From an optimization exercise on the open Yosys and OpenROAD flow, aimed at small area, a short achievable clock period and few clock cycles; shortcuts taken in it are not production practice. Function was checked by simulation only, so behaviour that the tests miss may differ from the original. Power is estimated from default activity; no workload was simulated.

## design/flow/config.mk

```make
export PLATFORM = sky130hd
export DESIGN_NAME = mcl_crcfc
export DESIGN_NICKNAME = mcl_crcfc
export VERILOG_FILES = /design/flow/design.v
export SDC_FILE = /design/flow/constraint.sdc
export NUM_CORES = 4
export LEC_CHECK = 0
export ABC_CLOCK_PERIOD_IN_PS = 7000
export CAP_MARGIN = 20
export CORE_MARGIN = 2
export CORE_UTILIZATION = 35
export PLACE_DENSITY = 0.55
export SETUP_SLACK_MARGIN = 4.5
export SLEW_MARGIN = 20
```

## design/flow/constraint.sdc

```tcl
create_clock -name core_clock -period 12.0 [get_ports {clk}]
set_input_delay 2.4000 -clock core_clock [delete_from_list [all_inputs] [get_ports {clk}]]
set_output_delay 2.4000 -clock core_clock [all_outputs]
set_load 0.01 [all_outputs]
```

## design/flow/design.v

```verilog
module mcl_crcfc #(
    parameter integer BUF_SIZE  = 64,      
    parameter integer XBUF_SIZE = 56,      
    parameter integer MAXSIZE   = 64,      
    parameter [7:0]   DELIM     = 8'h7C    
) (
    input  wire        clk,
    input  wire        rst,         
    input  wire        bus_req,
    input  wire        bus_we,
    input  wire [13:0] bus_addr,
    input  wire [31:0] bus_wdata,
    output wire        bus_ack,
    output reg  [31:0] bus_rdata
);
    localparam [2:0] C_OK = 3'd0, C_OVERSIZE = 3'd1, C_NOTFOUND = 3'd2, C_FORMAT = 3'd3,
                     C_RANGE = 3'd4, C_AUTH = 3'd5, C_ILLEGAL = 3'd6;
    localparam [7:0] OP_NOP = 8'h00, OP_SRESET = 8'h01,
                     OP_CRC_SEED = 8'h10, OP_CRC_INIT_N = 8'h11, OP_CRC_INIT_I = 8'h12,
                     OP_CRC_BYTE_N = 8'h13, OP_CRC_BYTE_I = 8'h14,
                     OP_CRC_RANGE_N = 8'h15, OP_CRC_RANGE_I = 8'h16,
                     OP_MSG_CSUM = 8'h18, OP_MSG_SETCSUM = 8'h19, OP_MSG_VERIFY = 8'h1A,
                     OP_CLEAR = 8'h20, OP_APP_U8 = 8'h21, OP_APP_U16 = 8'h22, OP_APP_I16 = 8'h23,
                     OP_APP_U32 = 8'h24, OP_APP_I32 = 8'h25, OP_APP_BOOL = 8'h26,
                     OP_APP_FLOAT = 8'h27, OP_APP_STR = 8'h28,
                     OP_LOCATE = 8'h30, OP_FIELD_COUNT = 8'h31, OP_RD_U8 = 8'h32,
                     OP_RD_U16 = 8'h33, OP_RD_I16 = 8'h34, OP_RD_U32 = 8'h35, OP_RD_I32 = 8'h36,
                     OP_RD_BYTES = 8'h37, OP_CUR_FIRST = 8'h38, OP_CUR_LAST = 8'h39,
                     OP_CUR_NEXT = 8'h3A, OP_CUR_PREV = 8'h3B;
    localparam [3:0] S_IDLE = 4'd0, S_CRC = 4'd1, S_MSGH = 4'd2, S_VER = 4'd3, S_APP = 4'd4,
                     S_SCAN = 4'd5, S_RDV = 4'd6, S_RDB = 4'd7, S_DONE = 4'd8,
                     S_STALL = 4'd9, S_CBYTE = 4'd10;
    function [15:0] crc_n_byte(input [15:0] acc, input [7:0] b);
        integer k;
        reg [15:0] a;
        begin
            a = acc ^ {b, 8'h00};
            for (k = 0; k < 8; k = k + 1)
                a = a[15] ? ((a << 1) ^ 16'h1021) : (a << 1);
            crc_n_byte = a;
        end
    endfunction
    function [15:0] rev16(input [15:0] x);
        integer k;
        begin
            for (k = 0; k < 16; k = k + 1) rev16[k] = x[15-k];
        end
    endfunction
    function [7:0] rev8(input [7:0] x);
        integer k;
        begin
            for (k = 0; k < 8; k = k + 1) rev8[k] = x[7-k];
        end
    endfunction
    function [32:0] float_to_int(input [31:0] x);
        reg [30:0] v;
        reg [4:0]  sh;
        begin
            sh = 5'd29 - x[27:23];            
            v  = {1'b1, x[22:0], 7'd0} >> sh;
            if (x[30:23] < 8'd127)
                float_to_int = {1'b0, 32'd0};
            else if (x[30:23] > 8'd157)
                float_to_int = (x == 32'hCF000000) ? {1'b0, 32'h80000000} : {1'b1, 32'd0};
            else
                float_to_int = {1'b0, x[31] ? (32'd0 - {1'b0, v}) : {1'b0, v}};
        end
    endfunction
    function [6:0] ffs64(input [63:0] v);
        reg [31:0] a;
        reg [15:0] b;
        reg [7:0]  c;
        reg [3:0]  d;
        reg [1:0]  e;
        reg [5:0]  ix;
        begin
            ix[5] = ~|v[31:0];  a = ix[5] ? v[63:32] : v[31:0];
            ix[4] = ~|a[15:0];  b = ix[4] ? a[31:16] : a[15:0];
            ix[3] = ~|b[7:0];   c = ix[3] ? b[15:8]  : b[7:0];
            ix[2] = ~|c[3:0];   d = ix[2] ? c[7:4]   : c[3:0];
            ix[1] = ~|d[1:0];   e = ix[1] ? d[3:2]   : d[1:0];
            ix[0] = ~e[0];
            ffs64 = {~|v, ix};
        end
    endfunction
    function [3:0] pop8(input [7:0] v);
        integer k;
        begin
            pop8 = 4'd0;
            for (k = 0; k < 8; k = k + 1) pop8 = pop8 + {3'd0, v[k]};
        end
    endfunction
    reg [31:0] cmd_r, opa, opb, res;
    reg [2:0]  code;
    reg [15:0] crc;
    reg [5:0]  lstart, llen, cidx, fcount;
    reg        cvalid;
    reg [3:0]  state;
    reg [6:0]  cur;        
    reg [6:0]  hi;         
    reg [5:0]  kk;         
    reg [7:0]  carry;      
    reg [5:0]  nsz;        
    reg        inv_r;      
    reg        sep_r;      
    reg        mhi;        
    reg  [5:0] count_r;    
    reg  [5:0] nd0_r;      
    reg        fresh;      
    reg  idle_r;           
    reg  crc_r;            
    wire idle = idle_r;
    wire [511:0] bflat;
    wire [447:0] xflat;
    reg  [63:0] bwe;        
    wire [31:0] lanes;      
    reg         bclr;       
    reg         dsz_we;     
    reg  [5:0]  dsz_val;
    reg  [55:0] xwe;        
    reg  [7:0]  xdat;
    wire        bclr_any = rst | bclr;
    wire [31:0] lanes_c  = lanes & {32{~bclr_any}};
    genvar gi;
    generate
        for (gi = 0; gi < 64; gi = gi + 1) begin : g_buf
            reg [7:0] q;
            if (gi == 5) begin : g_dsz
                always @(posedge clk) begin
                    if (bwe[gi] || dsz_we || bclr_any)
                        q <= dsz_we ? {2'b00, dsz_val} & {8{~bclr_any}} : lanes_c[8*(gi%4) +: 8];
                end
            end else begin : g_plain
                always @(posedge clk) begin
                    if (bwe[gi] || bclr_any)
                        q <= lanes_c[8*(gi%4) +: 8];
                end
            end
            assign bflat[8*gi +: 8] = q;
        end
        for (gi = 0; gi < 56; gi = gi + 1) begin : g_xbuf
            reg [7:0] q;
            always @(posedge clk) begin
                if (xwe[gi])
                    q <= xdat;
            end
            assign xflat[8*gi +: 8] = q;
        end
    endgenerate
    wire [7:0] dsize   = bflat[8*5 +: 8];
    wire       pay_bad = (dsize > 8'd58);
    wire       dnz     = (dsize != 8'd0);
    wire [3:0]  eng_w  = idle ? 4'd0 : cur[5:2];
    wire [1:0]  eng_b  = idle ? 2'd0 : cur[1:0];
    wire [3:0]  eng_xw = (state == S_APP) ? kk[3:0] : 4'd0;
    wire [3:0]  bwi    = bus_addr[5:2] | eng_w;
    wire [1:0]  bbi    = bus_addr[1:0] | eng_b;
    wire [3:0]  xwi    = bus_addr[5:2] | eng_xw;
    wire [511:0] xpad  = {64'd0, xflat};
    wire [31:0] bword  = bflat[32*bwi +: 32];
    wire [7:0]  bbyte  = bword[8*bbi +: 8];
    wire [31:0] xword  = xpad[32*xwi +: 32];
    wire [7:0]  xbyte  = xword[8*bus_addr[1:0] +: 8];
    wire rgn_reg = (bus_addr[13:12] == 2'd0);
    wire rgn_buf = (bus_addr[13:12] == 2'd1);
    wire rgn_xb  = (bus_addr[13:12] == 2'd2);
    wire reg_ok  = rgn_reg && (bus_addr[11:6] == 6'd0) && (bus_addr[1:0] == 2'd0);
    wire hw      = idle && bus_req && bus_we;
    wire w_cmd   = hw && reg_ok && (bus_addr[5:2] == 4'd0);
    wire w_opa   = hw && reg_ok && (bus_addr[5:2] == 4'd1);
    wire w_opb   = hw && reg_ok && (bus_addr[5:2] == 4'd2);
    wire w_buf   = hw && rgn_buf;
    wire w_xb    = hw && rgn_xb;
    reg [31:0] reg_rdata;
    always @(*) begin
        case (bus_addr[5:2])
            4'd0:    reg_rdata = cmd_r;
            4'd1:    reg_rdata = opa;
            4'd2:    reg_rdata = opb;
            4'd3:    reg_rdata = res;
            4'd4:    reg_rdata = {29'd0, code};
            4'd5:    reg_rdata = {16'd0, crc};
            4'd6:    reg_rdata = {18'd0, llen, 2'd0, lstart};
            4'd7:    reg_rdata = {cvalid, 9'd0, fcount, 10'd0, cidx};
            4'd8:    reg_rdata = {24'd0, DELIM};
            4'd9:    reg_rdata = {16'd64, 16'd64};
            4'd10:   reg_rdata = 32'd56;
            default: reg_rdata = 32'd0;
        endcase
    end
    always @(*) begin
        case (bus_addr[13:12])
            2'd0:    bus_rdata = reg_rdata;
            2'd1:    bus_rdata = {24'd0, bbyte};
            2'd2:    bus_rdata = {24'd0, xbyte};
            default: bus_rdata = 32'd0;
        endcase
    end
    wire        stall = (state == S_STALL);
    wire        go    = w_cmd || stall;
    wire [31:0] cw    = stall ? cmd_r : bus_wdata;
    wire [7:0]  cop   = cw[7:0];
    wire        cw_z  = (cw[31:8] == 24'd0);
    wire        cw_i  = (cw[31:17] == 15'd0);
    wire [7:0]  kin   = cw[16] ? {2'b00, cidx} : cw[15:8];
    reg op_z, op_i;
    always @(*) begin
        op_z = 1'b0;
        op_i = 1'b0;
        case (cop)
            OP_NOP, OP_SRESET, OP_CRC_SEED, OP_CRC_INIT_N, OP_CRC_INIT_I, OP_CRC_BYTE_N,
            OP_CRC_BYTE_I, OP_CRC_RANGE_N, OP_CRC_RANGE_I, OP_MSG_CSUM, OP_MSG_SETCSUM,
            OP_MSG_VERIFY, OP_CLEAR, OP_APP_U8, OP_APP_U16, OP_APP_I16, OP_APP_U32,
            OP_APP_I32, OP_APP_BOOL, OP_APP_FLOAT, OP_APP_STR, OP_FIELD_COUNT,
            OP_CUR_FIRST, OP_CUR_LAST, OP_CUR_NEXT, OP_CUR_PREV:
                op_z = 1'b1;
            OP_LOCATE, OP_RD_U8, OP_RD_U16, OP_RD_I16, OP_RD_U32, OP_RD_I32, OP_RD_BYTES:
                op_i = 1'b1;
            default: ;
        endcase
    end
    wire cw_legal = (op_z && cw_z) || (op_i && cw_i);
    wire is_crng = (cop == OP_CRC_RANGE_N) || (cop == OP_CRC_RANGE_I);
    wire is_msg  = (cop == OP_MSG_CSUM) || (cop == OP_MSG_SETCSUM) || (cop == OP_MSG_VERIFY);
    wire is_app  = (cop[7:3] == 5'b00100 && cop[2:0] != 3'd0) || (cop == OP_APP_STR);
    wire is_u32  = (cop == OP_APP_U32);
    wire is_i32  = (cop == OP_APP_I32);
    wire is_flt  = (cop == OP_APP_FLOAT);
    wire is_str  = (cop == OP_APP_STR);
    wire is_w2   = (cop == OP_APP_U16) || (cop == OP_APP_I16);
    wire is_fc   = (cop == OP_FIELD_COUNT);
    wire is_cur  = (cop[7:2] == 6'b001110);
    wire is_dec  = (cop == OP_LOCATE) || (cop[7:3] == 5'b00110 && cop[2:0] != 3'd0 && cop[2:0] != 3'd1) ||
                   (cop == OP_RD_BYTES);
    wire [32:0] fconv  = float_to_int(opa);
    wire        v16_2  = (opa[15:8] != 8'd0);             
    wire        u32_4  = (opa[31:16] != 16'd0);
    wire        i32_n2 = (opa[31:15] == 17'h1FFFF);       
    wire        i32_4  = u32_4 && !i32_n2;
    wire        i32_2  = i32_n2 || (!u32_4 && v16_2);
    wire        u32_2  = !u32_4 && v16_2;
    reg  [31:0] app_val;      
    reg  [2:0]  app_len;
    always @(*) begin
        app_val = {opa[7:0], 24'd0};
        app_len = 3'd1;
        if ((is_w2 && v16_2) || (is_u32 && u32_2) || (is_i32 && i32_2)) begin
            app_val = {opa[15:0], 16'd0};
            app_len = 3'd2;
        end
        if ((is_u32 && u32_4) || (is_i32 && i32_4)) begin
            app_val = opa;
            app_len = 3'd4;
        end
        if (is_flt) begin
            app_val = fconv[31:0];
            app_len = 3'd4;
        end
        if (cop == OP_APP_BOOL)
            app_val = {7'd0, (opa != 32'd0), 24'd0};
    end
    wire        str_rng  = (opb[15:0] > 16'd56);
    wire [5:0]  str_len  = opb[5:0];
    wire        app_rng  = (is_flt && fconv[32]) || (is_str && str_rng);
    wire [6:0]  app_tot  = {6'd0, dnz} + (is_str ? {1'b0, str_len} : {4'd0, app_len});
    wire [8:0]  app_new  = {1'b0, dsize} + {2'b00, app_tot};
    wire [8:0]  dsep     = {1'b0, dsize} + {8'd0, dnz};
    wire        over1    = (dsep > 9'd55);
    wire        over2    = (dsep > 9'd54);
    wire        over4    = (dsep > 9'd52);
    wire        overs    = (dsep + {3'd0, str_len} > 9'd56);
    wire        app_over = is_str ? overs :
                           (app_len == 3'd4) ? over4 : (app_len == 3'd2) ? over2 : over1;
    wire [31:0] app_src  = is_str ? xword : {app_val[7:0], app_val[15:8], app_val[23:16], app_val[31:24]};
    reg [63:0] dl;
    integer di;
    always @(*) begin
        dl = 64'd0;
        for (di = 0; di < 58; di = di + 1)
            dl[di] = (bflat[8*(6+di) +: 8] == DELIM) && (di < dsize);
    end
    wire [5:0] dcount = pop8(dl[7:0]) + pop8(dl[15:8]) + pop8(dl[23:16]) + pop8(dl[31:24]) +
                        pop8(dl[39:32]) + pop8(dl[47:40]) + pop8(dl[55:48]) + pop8(dl[63:56]);
    wire [5:0] count  = dcount + {5'd0, dnz};
    wire [6:0] nd0    = ffs64(dl);
    wire [5:0] nd0e   = nd0[6] ? dsize[5:0] : nd0[5:0];
    wire        in_scan = (state == S_SCAN);
    wire [5:0]  nx_st   = (in_scan ? hi[5:0] : nd0_r) + 6'd1;
    reg  [63:0] nx_ge;
    integer si;
    always @(*) begin
        for (si = 0; si < 64; si = si + 1) nx_ge[si] = (si >= nx_st);
    end
    wire [6:0] ndn   = ffs64(dl & nx_ge);
    wire [5:0] ndne  = ndn[6] ? dsize[5:0] : ndn[5:0];
    wire [5:0] fs      = in_scan ? cur[5:0] : 6'd0;
    wire [5:0] fe      = in_scan ? hi[5:0] : nd0_r;
    wire [5:0] seg_len = fe - fs;
    wire [7:0] dop     = in_scan ? cmd_r[7:0] : cop;
    wire [2:0] rd_w    = (dop == OP_RD_U8) ? 3'd1 : (dop == OP_RD_U16 || dop == OP_RD_I16) ? 3'd2 : 3'd4;
    wire       seg_nul = (seg_len == 6'd0);
    wire       rdb_bad = (seg_len > 6'd56);
    wire       fmt_bad = seg_nul || (seg_len > {3'd0, rd_w});
    wire       fnd_end = (dop == OP_LOCATE) || ((dop == OP_RD_BYTES) ? (rdb_bad || seg_nul) : fmt_bad);
    reg  [31:0] cbytes;
    reg  [3:0]  cact;
    reg         cinv;
    wire [5:0]  cw_base  = {cur[5:2], 2'b00};
    wire        crc_last = ({1'b0, cur[5:2]} + 5'd1) >= (hi[6:2] + {4'd0, |hi[1:0]});
    integer cj;
    always @(*) begin
        cinv = inv_r;
        if (crc_r) begin
            cbytes = bword;
            for (cj = 0; cj < 4; cj = cj + 1)
                cact[cj] = ({1'b0, cw_base} + cj >= {1'b0, cur[5:0]}) && ({1'b0, cw_base} + cj < hi);
        end else begin
            cbytes = {24'd0, opa[7:0]};
            cact   = 4'b0001;
        end
    end
    wire [15:0] cc0 = cinv ? rev16(crc) : crc;
    wire [7:0]  cb0 = cinv ? rev8(cbytes[7:0])   : cbytes[7:0];
    wire [7:0]  cb1 = cinv ? rev8(cbytes[15:8])  : cbytes[15:8];
    wire [7:0]  cb2 = cinv ? rev8(cbytes[23:16]) : cbytes[23:16];
    wire [7:0]  cb3 = cinv ? rev8(cbytes[31:24]) : cbytes[31:24];
    wire [15:0] cc1 = cact[0] ? crc_n_byte(cc0, cb0) : cc0;
    wire [15:0] cc2 = cact[1] ? crc_n_byte(cc1, cb1) : cc1;
    wire [15:0] cc3 = cact[2] ? crc_n_byte(cc2, cb2) : cc2;
    wire [15:0] cc4 = cact[3] ? crc_n_byte(cc3, cb3) : cc3;
    wire [15:0] crc_out = cinv ? rev16(cc4) : cc4;
    wire [16:0] rng_end  = {1'b0, opa[15:0]} + {1'b0, opb[15:0]};
    wire        rng_bad  = (rng_end > 17'd64);
    wire        rng_m    = (opb[15:0] != 16'd0);
    wire        msg_bad  = (opa[15:6] != 10'd0) || (opa[5:0] > 6'd58);
    wire        k_nf     = (kin >= {2'b00, count_r});
    wire        k_zero   = (kin == 8'd0);
    wire        m_u32    = u32_4 && dnz;
    wire        m_i32    = i32_4 && dnz;
    wire        m_str    = (opb[15:3] != 13'd0) || ({1'b0, opb[2:0]} + {3'd0, dnz} > 4'd4);
    wire        z_nul    = (nd0_r == 6'd0);
    wire        z_rdb    = z_nul || (nd0_r > 6'd56);
    wire        z_rd1    = z_nul || (nd0_r > 6'd1);
    wire        z_rd2    = z_nul || (nd0_r > 6'd2);
    wire        z_rd4    = z_nul || (nd0_r > 6'd4);
    function multi_f(input [31:0] w);
        reg [7:0] o;
        reg       lg, fe0;
        reg [7:0] k;
        begin
            o = w[7:0];
            k = w[16] ? {2'b00, cidx} : w[15:8];
            lg = 1'b0;
            case (o)
                OP_NOP, OP_SRESET, OP_CRC_SEED, OP_CRC_INIT_N, OP_CRC_INIT_I, OP_CRC_BYTE_N,
                OP_CRC_BYTE_I, OP_CRC_RANGE_N, OP_CRC_RANGE_I, OP_MSG_CSUM, OP_MSG_SETCSUM,
                OP_MSG_VERIFY, OP_CLEAR, OP_APP_U8, OP_APP_U16, OP_APP_I16, OP_APP_U32,
                OP_APP_I32, OP_APP_BOOL, OP_APP_FLOAT, OP_APP_STR, OP_FIELD_COUNT,
                OP_CUR_FIRST, OP_CUR_LAST, OP_CUR_NEXT, OP_CUR_PREV:
                    lg = (w[31:8] == 24'd0);
                OP_LOCATE, OP_RD_U8, OP_RD_U16, OP_RD_I16, OP_RD_U32, OP_RD_I32, OP_RD_BYTES:
                    lg = (w[31:17] == 15'd0);
                default: ;
            endcase
            case (o)
                OP_LOCATE:            fe0 = 1'b1;
                OP_RD_U8:             fe0 = z_rd1;
                OP_RD_U16, OP_RD_I16: fe0 = z_rd2;
                OP_RD_BYTES:          fe0 = z_rdb;
                default:              fe0 = z_rd4;
            endcase
            case (o)
                OP_CRC_BYTE_N, OP_CRC_BYTE_I:  multi_f = lg;
                OP_CRC_RANGE_N, OP_CRC_RANGE_I: multi_f = lg && rng_m;
                OP_MSG_CSUM, OP_MSG_SETCSUM, OP_MSG_VERIFY: multi_f = lg && !msg_bad;
                OP_APP_U32:   multi_f = lg && m_u32;
                OP_APP_I32:   multi_f = lg && m_i32;
                OP_APP_FLOAT: multi_f = lg && dnz;
                OP_APP_STR:   multi_f = lg && m_str;
                OP_FIELD_COUNT, OP_CUR_FIRST, OP_CUR_LAST, OP_CUR_NEXT, OP_CUR_PREV:
                    multi_f = lg && !fresh && !pay_bad && ((o == OP_FIELD_COUNT) || !cvalid);
                OP_LOCATE, OP_RD_U8, OP_RD_U16, OP_RD_I16, OP_RD_U32, OP_RD_I32, OP_RD_BYTES:
                    multi_f = lg && !pay_bad && (!fresh || (!(k >= {2'b00, count_r}) && !((k == 8'd0) && fe0)));
                default: multi_f = 1'b0;
            endcase
        end
    endfunction
    wire        app_m    = (is_u32 && m_u32) || (is_i32 && m_i32) || (is_flt && dnz) || (is_str && m_str);
    reg [3:0]  state_n;
    reg [31:0] cmd_n, opa_n, opb_n, res_n;
    reg [2:0]  code_n;
    reg [15:0] crc_n;
    reg [5:0]  lstart_n, llen_n, cidx_n, fcount_n;
    reg        cvalid_n;
    reg [6:0]  cur_n, hi_n;
    reg [5:0]  kk_n;
    reg [7:0]  carry_n;
    reg [5:0]  nsz_n;
    reg        inv_n, sep_n, mhi_n;
    reg        ack_c;
    reg [5:0]  wpos;
    reg [3:0]  wm;
    reg [31:0] win;
    reg [5:0]  xaddr;
    reg        xen;
    task found;
        begin
            case (dop)
                OP_LOCATE: begin
                    lstart_n = fs;
                    llen_n   = seg_len;
                end
                OP_RD_BYTES: begin
                    if (rdb_bad) begin
                        code_n = C_RANGE;
                    end else if (seg_nul) begin
                        res_n  = 32'd0;
                    end else begin
                        res_n   = {26'd0, seg_len};
                        cur_n   = {1'b0, fs} + 7'd6;
                        hi_n    = {1'b0, seg_len};
                        kk_n    = 6'd0;
                        state_n = S_RDB;
                    end
                end
                default: begin
                    if (fmt_bad) begin
                        code_n  = C_FORMAT;
                    end else begin
                        res_n   = 32'd0;
                        cur_n   = {1'b0, fs} + 7'd6;
                        hi_n    = {1'b0, seg_len};
                        state_n = S_RDV;
                    end
                end
            endcase
        end
    endtask
    wire [5:0] fc   = cvalid ? fcount : count_r;
    wire [5:0] fcm1 = fc - 6'd1;
    reg  [5:0] cur_idx;
    always @(*) begin
        case (cop[1:0])
            2'd0:    cur_idx = 6'd0;
            2'd1:    cur_idx = fcm1;
            2'd2:    cur_idx = (cidx >= fcm1) ? fcm1 : cidx + 6'd1;
            default: cur_idx = (cidx == 6'd0) ? 6'd0 :
                               ((cidx - 6'd1) > fcm1) ? fcm1 : cidx - 6'd1;
        endcase
    end
    wire [8:0]  msg_end = {3'd0, opa[5:0]} + 9'd6 + {1'b0, bbyte};
    wire [31:0] rdv     = {res[23:0], bbyte};
    wire [1:0] eo = hi[1:0];
    wire [7:0] vb0 = bword[7:0], vb1 = bword[15:8], vb2 = bword[23:16], vb3 = bword[31:24];
    always @(*) begin
        state_n  = state;
        cmd_n    = cmd_r;
        opa_n    = opa;
        opb_n    = opb;
        res_n    = res;
        code_n   = code;
        crc_n    = crc;
        lstart_n = lstart;
        llen_n   = llen;
        cidx_n   = cidx;
        fcount_n = fcount;
        cvalid_n = cvalid;
        cur_n    = cur;
        hi_n     = hi;
        kk_n     = kk;
        carry_n  = carry;
        nsz_n    = nsz;
        inv_n    = inv_r;
        sep_n    = sep_r;
        mhi_n    = mhi;
        bclr     = 1'b0;
        dsz_we   = 1'b0;
        dsz_val  = app_new[5:0];
        wpos     = hi[5:0];
        wm       = 4'b0000;
        win      = {16'd0, crc_out[7:0], crc_out[15:8]};
        xaddr    = kk;
        xen      = 1'b0;
        xdat     = bbyte;
        ack_c    = 1'b1;
        case (state)
            S_IDLE, S_STALL: begin
                if (w_buf) begin
                    wpos = bus_addr[5:0];
                    wm   = 4'b0001;
                    win  = {4{bus_wdata[7:0]}};
                end
                xaddr = bus_addr[5:0];
                xdat  = bus_wdata[7:0];
                xen   = w_xb;
                if (w_opa) opa_n = bus_wdata;
                if (w_opb) opb_n = bus_wdata;
                if (go) begin
                    ack_c   = stall ? !multi_f(cmd_r) : !multi_f(bus_wdata);
                    state_n = S_IDLE;
                    cmd_n   = cw;
                    code_n  = C_OK;
                    if (!cw_legal) begin
                        code_n = C_ILLEGAL;
                    end else begin
                        case (cop)
                            OP_SRESET: begin
                                bclr     = 1'b1;
                                cmd_n    = 32'd1;
                                opa_n    = 32'd0;
                                opb_n    = 32'd0;
                                res_n    = 32'd0;
                                crc_n    = 16'd0;
                                lstart_n = 6'd0;
                                llen_n   = 6'd0;
                                cidx_n   = 6'd0;
                                fcount_n = 6'd0;
                                cvalid_n = 1'b0;
                            end
                            OP_CRC_SEED:   crc_n = opa[15:0];
                            OP_CRC_INIT_N: crc_n = 16'h0000;
                            OP_CRC_INIT_I: crc_n = 16'hFFFF;
                            OP_CRC_BYTE_N, OP_CRC_BYTE_I: begin
                                inv_n   = (cop == OP_CRC_BYTE_I);
                                state_n = S_CBYTE;
                            end
                            OP_CRC_RANGE_N, OP_CRC_RANGE_I: begin
                                if (rng_bad) begin
                                    code_n  = C_RANGE;
                                    state_n = rng_m ? S_DONE : S_IDLE;
                                end else if (rng_m) begin
                                    inv_n   = (cop == OP_CRC_RANGE_I);
                                    cur_n   = opa[6:0];
                                    hi_n    = rng_end[6:0];
                                    state_n = S_CRC;
                                end
                            end
                            OP_MSG_CSUM, OP_MSG_SETCSUM, OP_MSG_VERIFY: begin
                                if (msg_bad) begin
                                    code_n = C_RANGE;
                                end else begin
                                    cur_n   = {1'b0, opa[5:0]} + 7'd5;
                                    state_n = S_MSGH;
                                end
                            end
                            OP_CLEAR: begin
                                bclr     = 1'b1;
                                lstart_n = 6'd0;
                                llen_n   = 6'd0;
                                cidx_n   = 6'd0;
                                fcount_n = 6'd0;
                                cvalid_n = 1'b0;
                            end
                            OP_APP_U8, OP_APP_U16, OP_APP_I16, OP_APP_U32, OP_APP_I32,
                            OP_APP_BOOL, OP_APP_FLOAT, OP_APP_STR: begin
                                if (app_rng) begin
                                    code_n  = C_RANGE;
                                    state_n = app_m ? S_DONE : S_IDLE;
                                end else if (app_over) begin
                                    code_n  = C_OVERSIZE;
                                    state_n = app_m ? S_DONE : S_IDLE;
                                end else begin
                                    wpos    = dsize[5:0] + 6'd6;
                                    win     = dnz ? {app_src[23:0], DELIM} : app_src;
                                    wm      = {app_tot > 7'd3, app_tot > 7'd2, app_tot > 7'd1, app_tot > 7'd0};
                                    carry_n = app_src[31:24];
                                    if (app_m) begin
                                        cur_n   = {1'b0, dsize[5:0]} + 7'd10;
                                        hi_n    = app_tot - 7'd4;
                                        kk_n    = 6'd1;
                                        sep_n   = dnz;
                                        nsz_n   = app_new[5:0];
                                        state_n = S_APP;
                                    end else begin
                                        dsz_we  = 1'b1;
                                    end
                                end
                            end
                            OP_FIELD_COUNT: begin
                                if (pay_bad)     code_n  = C_RANGE;
                                else if (!fresh) state_n = S_STALL;
                                else             res_n   = {26'd0, count_r};
                            end
                            OP_CUR_FIRST, OP_CUR_LAST, OP_CUR_NEXT, OP_CUR_PREV: begin
                                if (!cvalid && pay_bad) begin
                                    code_n = C_RANGE;
                                end else if (!cvalid && !fresh) begin
                                    state_n = S_STALL;
                                end else begin
                                    fcount_n = fc;
                                    cvalid_n = 1'b1;
                                    if (fc == 6'd0) begin
                                        cidx_n = 6'd0;
                                        code_n = C_NOTFOUND;
                                    end else begin
                                        cidx_n = cur_idx;
                                        res_n  = {26'd0, cur_idx};
                                    end
                                end
                            end
                            OP_LOCATE, OP_RD_U8, OP_RD_U16, OP_RD_I16, OP_RD_U32, OP_RD_I32,
                            OP_RD_BYTES: begin
                                if (pay_bad) begin
                                    code_n = C_RANGE;
                                end else if (!fresh) begin
                                    state_n = S_STALL;
                                end else if (k_nf) begin
                                    code_n = C_NOTFOUND;
                                end else if (k_zero) begin
                                    found;
                                end else begin
                                    cur_n   = {1'b0, nd0_r} + 7'd1;
                                    hi_n    = {1'b0, ndne};
                                    kk_n    = kin[5:0] - 6'd1;
                                    state_n = S_SCAN;
                                end
                            end
                            default: ;    
                        endcase
                    end
                end
            end
            S_CRC: begin
                crc_n = crc_out;
                cur_n = {cur[5:2] + 5'd1, 2'b00};
                ack_c = 1'b0;
                if (crc_last) begin
                    ack_c   = 1'b1;
                    state_n = S_IDLE;
                    case (cmd_r[7:0])
                        OP_MSG_CSUM: res_n = {16'd0, crc_out};
                        OP_MSG_SETCSUM: begin
                            res_n = {16'd0, crc_out};
                            wpos  = hi[5:0];
                            wm    = 4'b0011;
                        end
                        OP_MSG_VERIFY: begin
                            case (eo)
                                2'd1: begin
                                    if (vb1 == crc_out[15:8] && vb2 == crc_out[7:0]) res_n = 32'd1;
                                    else begin res_n = 32'd0; code_n = C_AUTH; end
                                end
                                2'd2: begin
                                    if (vb2 == crc_out[15:8] && vb3 == crc_out[7:0]) res_n = 32'd1;
                                    else begin res_n = 32'd0; code_n = C_AUTH; end
                                end
                                default: begin
                                    mhi_n   = (vb3 == crc_out[15:8]);
                                    ack_c   = 1'b0;
                                    state_n = S_VER;
                                end
                            endcase
                        end
                        default: ;
                    endcase
                end
            end
            S_MSGH: begin
                ack_c = 1'b0;
                if (msg_end + ((cmd_r[7:0] == OP_MSG_CSUM) ? 9'd0 : 9'd2) > 9'd64) begin
                    code_n  = C_RANGE;
                    state_n = S_DONE;
                end else begin
                    cur_n   = {1'b0, opa[5:0]};
                    hi_n    = msg_end[6:0];
                    crc_n   = 16'hFFFF;
                    inv_n   = 1'b1;
                    state_n = S_CRC;
                end
            end
            S_VER: begin
                if (((eo == 2'd3) ? mhi : (vb0 == crc[15:8])) &&
                    (((eo == 2'd3) ? vb0 : vb1) == crc[7:0])) begin
                    res_n = 32'd1;
                end else begin
                    res_n  = 32'd0;
                    code_n = C_AUTH;
                end
                state_n = S_IDLE;
            end
            S_APP: begin
                wpos    = cur[5:0];
                win     = sep_r ? {xword[23:0], carry} : xword;
                wm      = {hi > 7'd3, hi > 7'd2, hi > 7'd1, 1'b1};
                carry_n = xword[31:24];
                kk_n    = kk + 6'd1;
                cur_n   = cur + 7'd4;
                hi_n    = hi - 7'd4;
                ack_c   = (hi <= 7'd4);
                if (hi <= 7'd4) begin
                    dsz_we  = 1'b1;
                    dsz_val = nsz;
                    state_n = S_IDLE;
                end
            end
            S_SCAN: begin
                ack_c = 1'b0;
                if (kk == 6'd0) begin
                    ack_c   = fnd_end;
                    state_n = S_IDLE;
                    found;
                end else begin
                    cur_n = hi + 7'd1;
                    hi_n  = {1'b0, ndne};
                    kk_n  = kk - 6'd1;
                end
            end
            S_RDV: begin
                res_n = rdv;
                cur_n = cur + 7'd1;
                hi_n  = hi - 7'd1;
                ack_c = (hi == 7'd1);
                if (hi == 7'd1) begin
                    if (cmd_r[7:0] == OP_RD_I16) res_n = {{16{rdv[15]}}, rdv[15:0]};
                    state_n = S_IDLE;
                end
            end
            S_RDB: begin
                xen   = 1'b1;
                cur_n = cur + 7'd1;
                hi_n  = hi - 7'd1;
                kk_n  = kk + 6'd1;
                ack_c = (hi == 7'd1);
                if (hi == 7'd1) state_n = S_IDLE;
            end
            S_CBYTE: begin
                crc_n   = crc_out;
                state_n = S_IDLE;
            end
            default: state_n = S_IDLE;    
        endcase
    end
    assign bus_ack = ack_c;
    wire [1:0]  wr  = wpos[1:0];
    assign lanes = (wr == 2'd0) ? win :
                   (wr == 2'd1) ? {win[23:0], win[31:24]} :
                   (wr == 2'd2) ? {win[15:0], win[31:16]} :
                                  {win[7:0],  win[31:8]};
    reg [63:0] wsel;
    integer bi;
    always @(*) begin
        for (bi = 0; bi < 64; bi = bi + 1) wsel[bi] = (wpos == bi);
        for (bi = 0; bi < 64; bi = bi + 1)
            bwe[bi] = (wsel[bi] & wm[0]) |
                      ((bi >= 1) ? (wsel[(bi >= 1) ? bi - 1 : 0] & wm[1]) : 1'b0) |
                      ((bi >= 2) ? (wsel[(bi >= 2) ? bi - 2 : 0] & wm[2]) : 1'b0) |
                      ((bi >= 3) ? (wsel[(bi >= 3) ? bi - 3 : 0] & wm[3]) : 1'b0);
        for (bi = 0; bi < 56; bi = bi + 1) xwe[bi] = xen && (xaddr == bi);
    end
    wire bwrite = (|wm) || dsz_we || bclr_any;
    always @(posedge clk) begin
        if (rst) begin
            state  <= S_IDLE;
            idle_r <= 1'b1;
            crc_r  <= 1'b0;
            cmd_r  <= 32'd0;
            opa    <= 32'd0;
            opb    <= 32'd0;
            res    <= 32'd0;
            code   <= C_OK;
            crc    <= 16'd0;
            lstart <= 6'd0;
            llen   <= 6'd0;
            cidx   <= 6'd0;
            fcount <= 6'd0;
            cvalid <= 1'b0;
        end else begin
            state  <= state_n;
            idle_r <= (state_n == S_IDLE);
            crc_r  <= (state_n == S_CRC);
            cmd_r  <= cmd_n;
            opa    <= opa_n;
            opb    <= opb_n;
            res    <= res_n;
            code   <= code_n;
            crc    <= crc_n;
            lstart <= lstart_n;
            llen   <= llen_n;
            cidx   <= cidx_n;
            fcount <= fcount_n;
            cvalid <= cvalid_n;
        end
        cur     <= cur_n;
        hi      <= hi_n;
        kk      <= kk_n;
        carry   <= carry_n;
        nsz     <= nsz_n;
        inv_r   <= inv_n;
        sep_r   <= sep_n;
        mhi     <= mhi_n;
        count_r <= count;
        nd0_r   <= nd0e;
        fresh   <= !bwrite;
    end
endmodule
```

## design/flow/run.sh

```bash
#!/bin/bash
# synth_recipe.tcl (not shown) runs the flow's synth.tcl, then flattens the netlist and writes it again
# the make line also repeats each setting of config.mk as NAME=value (left out here)
make -C /OpenROAD-flow-scripts/flow DESIGN_CONFIG=/design/flow/config.mk WORK_HOME=/design/flow/orfs CLKGATE_MAP_FILE= SYNTH_SCRIPT=/design/flow/synth_recipe.tcl finish
```

==> key figures <==
Outcome
  • Status: timing/DRC/antenna clean

Cells and area
  • Fin util: a little under half
  • Layout cell share with drive strength beyond 1: around a quarter
  • Nets@finish: 8,378
  • Final Cell Area: 96,200 µm²
  • Area growth syn-to-layout: 28.3%
  • Post-Layout Cell Count: roughly 11,000

Logic synthesis
  • Sequential share of the synthesized area: between 40% and 50%
  • Synth Cell Area: between 70,000 and 80,000 µm²
  • Largest family of logic cells by synthesized area: compound AO/OA/AOI/OAI gates
  • Area leader, netlist: edfxtp_1
  • Cell variety after synth: between 100 and 150
  • Number of synthesized flops with an enable pin: roughly 1,000
  • Synth Area in Compound Gates: 19.3%
  • Synth Instances: ~7,500
  • Synth Register Bits: between 1,000 and 1,500
  • Synth area leaders: edfxtp_1 (40%), dfxtp_1 (5.1%), mux4_2 (5.0%)
  • Top cells by instance count after synthesis: edfxtp_1 (996), nand2_1 (847), nor2_1 (734)
  • Simple-gate portion of the synthesized area: approximately 16%
  • Post-synthesis xor/xnor area fraction: roughly 3.6%
  • Count leader, synth: edfxtp_1
  • Top cell type's share of synthesized area: roughly 40%
  • Fraction of registers with async set/reset: 0%
  • Synth warnings: 1
  • Syn avg cell area: between 9 and 10 µm²
  • Post-synth net total: between 7,000 and 8,000
  • Synth Flop Type: edfxtp_1
  • Multiplexer share of the synthesized area: between 8 and 9%
  • Synth Area in Adders: a little under 4%

STA
  • Setup TNS: 0 ns
  • Final Cycle Share: between 60% and 70%
  • F_max: around 120 MHz
  • Final setup viols: 0
  • Clock Skew: 0.0702 ns
  • Final hold vios: 0
  • Rel. slew slack: 17.7%
  • Unrepaired setup endpoints after global routing: yes
  • Post-layout min period: between 8 and 9 ns
  • Worst slew pin tran: ~1.2 ns
  • Fin. max-slew vios: 0

Place
  • PortBufs: roughly 80
  • GPL Wtd Cong: ~1.1
  • Inst Count DP: just over 10,000
  • HPWL after DPL: approximately 260 mm
  • Post-DP Area: 81,100 µm²

Worst setup path
  • Critical path class: input port to flop
  • Crit-path leading delay family: compound AO/OA/AOI/OAI gates
  • Slowest cell on crit path: mux4_2
  • WP depth: 29
  • Required time worst endpoint: 12.51 ns
  • WP data arrival: approximately 9 ns
  • Crit-path max FO: 8
  • Most used cell, CP: buf_6
  • Largest stage delay on the critical path: between 0.6 and 0.7 ns
  • Crit end category: flop
  • Worst path bufs/invs: 7
  • Reg2Reg Depth: 27
  • Critical path startpoint category: input port

Detailed routing
  • Drt total wl: 368 mm
  • ANT nets after route: 0
  • DR vias: 71,300
  • DR pass1 iterations: 7
  • DRC: 0
  • Number of vias per cell: approximately 6.4
  • DR iter-0 viols: roughly 10,000
  • Wire length per cell: ~33 µm

Floorplan
  • Die X: around 470 µm
  • Core area: roughly 210,000 µm²
  • DIE HEIGHT: roughly 470 µm
  • Die Footprint: between 200,000 and 250,000 µm²
  • Initial Utilization: about a third
  • Io pins: 83
  • Rows: ~170

Global route
  • GRT Util Overall: around a third
  • Largest net degree at the start of global routing: 70
  • Antenna violations before repair: 22
  • First-pass GRT wire length: about 510 mm
  • Vias in the first global route: 66,900
  • Grt total ovfl: 0

Clocking
  • Clock latency (worst-skew pair): 0.85 ns
  • CTS root buf: clkbuf_16
  • Clock-pin slew on the worst setup and hold paths: approximately 0.06 ns
  • CTS Sinks: roughly 1,200
  • Clock tree buffer depth: 3
  • Clock buffer count from CTS: 135
  • CTS tree: done
  • CTS H-tree lvls: 4

Power
  • LEAKAGE: 33.9 nW
  • VDD IR max: 0.0984 mV
  • Pwr Density: around 110 nW/µm²

Job
  • # Max-Cap Violations: 0

Min path
  • Worst hold path cell count: 2
  • Hold Path Class: flop to flop
[worst paths after layout]
| path | to | from | slack, ns |
|---|---|---|---|
| min reg2reg | llen[4]$_SDFFE_PP0P_ | llen[4]$_SDFFE_PP0P_ | 0.47 |
| max reg2reg | g_buf[45].q[3]$_DFFE_PP_ | idle_r$_SDFF_PP1_ | 3.88 |
| max | g_buf[45].q[3]$_DFFE_PP_ | bus_addr[3] | 3.64 |
| min | llen[4]$_SDFFE_PP0P_ | llen[4]$_SDFFE_PP0P_ | 0.47 |
[final cells by class]
class                      instances  area, µm²
multi-input combinational       5624      43800
clock inverter                    74        837
timing repair buffer             962       9860
antenna                           14       35.0
clock buffer                     165       3530
fill                           19800     116000
inverter                         213        880
sequential                      1187      33700
tap                             2821       3530
timing repair inverter             1       8.76
[routing by layer]
metal | global-route usage [%] | up-vias | share of wire [%]
li1 | - | 29900 | -
met1 | 42.6 | 35300 | 38
met2 | 47.8 | 4929 | 43
met3 | 8.11 | 1149 | 11
met4 | 21.3 | 10 | 7.9
met5 | 0 | - | 0.017
[where the power goes]
part | leakage, nW | switching (mW) | internal [mW]
Sequential | 11.2 | 0.0687 | 4.56
Clock | 2.11 | 1.83 | 2.32
Combinational | 20.6 | 1.01 | 0.603
[cells by family after synthesis]
group                    count (synthesis)
flip-flops                            1187
multiplexers                           386
XOR/XNOR                               266
AO/OA/AOI/OAI                         2183
adder cells (fa/ha/maj)                207
buffers and inverters                  745
AND/OR/NAND/NOR                       2568
[sequential cells by signal, summed over array words and instances (netlist names), 7 cells and up]
register  count
carry         8
cmd_r        32
crc          16
g_buf.q     512
g_xbuf.q    448
hi            7
opa          32
opb          32
res          32
[through the flow]
| step | setup slack [ns] | hold WS (ns) | power, mW |
|---|---|---|---|
| floorplan | 3.52 | 0.436 | 5.36 |
| global placement | 1.23 | 0.456 | 5.90 |
| detailed placement | 1.06 | 0.465 | 5.91 |
| CTS | 3.78 | 0.473 | 10.3 |
| global route | 3.58 | 0.500 | 10.6 |
| finish | 3.64 | 0.469 | 10.4 |
[timing repair]
action                                  CTS  global route
buffers inserted                        351           131
pin swaps                               247           150
setup endpoints to repair              1125          1104
hold buffers                              0             0
gates cloned                             42             7
resized for setup                       910           294
endpoints found under the hold margin     0             0
[tightest hold or removal path, cell delays in order, from the launching register on]
cell and delay [ns]:
dfxtp_1 0.31, nand2_1 0.06, a21oi_1 0.05
[cells in the final DEF, fill, tap and decap left out, drive strengths merged, types with 53 or more instances in the layout]
master         Yosys  final
edfxtp           996    996
buf               84    874
nand2            850    854
nor2             737    742
a21oi            530    530
o21ai            438    440
inv              209    213
a22oi            213    213
dfxtp            191    191
a211oi           178    178
clkbuf           448    175
mux4             168    168
nand3            168    168
nor3             166    166
xnor2            157    157
mux2i            155    155
ha               151    151
a31oi            129    129
and2             119    122
o22ai             98     98
xor2              88     88
nand4             86     86
nor4              69     69
nand2b            66     66
mux2              63     63
clkinv             4     55
clkdlybuf4s50      0     54
fa                53     53
Testbench counts, summed over its fixed seeds: cycles 33,103.

[re-timing with driven ports]
The flow's constraints put no driver on any port. The routed layout listed below was extracted and timed again, unchanged, in two steps.
Step 1 assumes that a clkbuf_16 drives the clock port and a buf_2 every other input.
Step 2 moves the port delays by t, midway between the first and last clock arrival at a register: inputs arrive t later, outputs are due t later. That takes back most of the time a late clock gives input paths.
Slacks: ideal ports / drivers / drivers and shift; pairs: ideal ports / drivers.
t, ns: 0.891
setup WS [ns]: 3.641 / 3.543 / 2.660
worst setup path after step 2: input to register
pins driven straight from the clock port: 1
After both steps this run still meets setup and hold. The setup slack of this run moves by -0.098 ns with the drivers and by -0.981 ns with both steps.
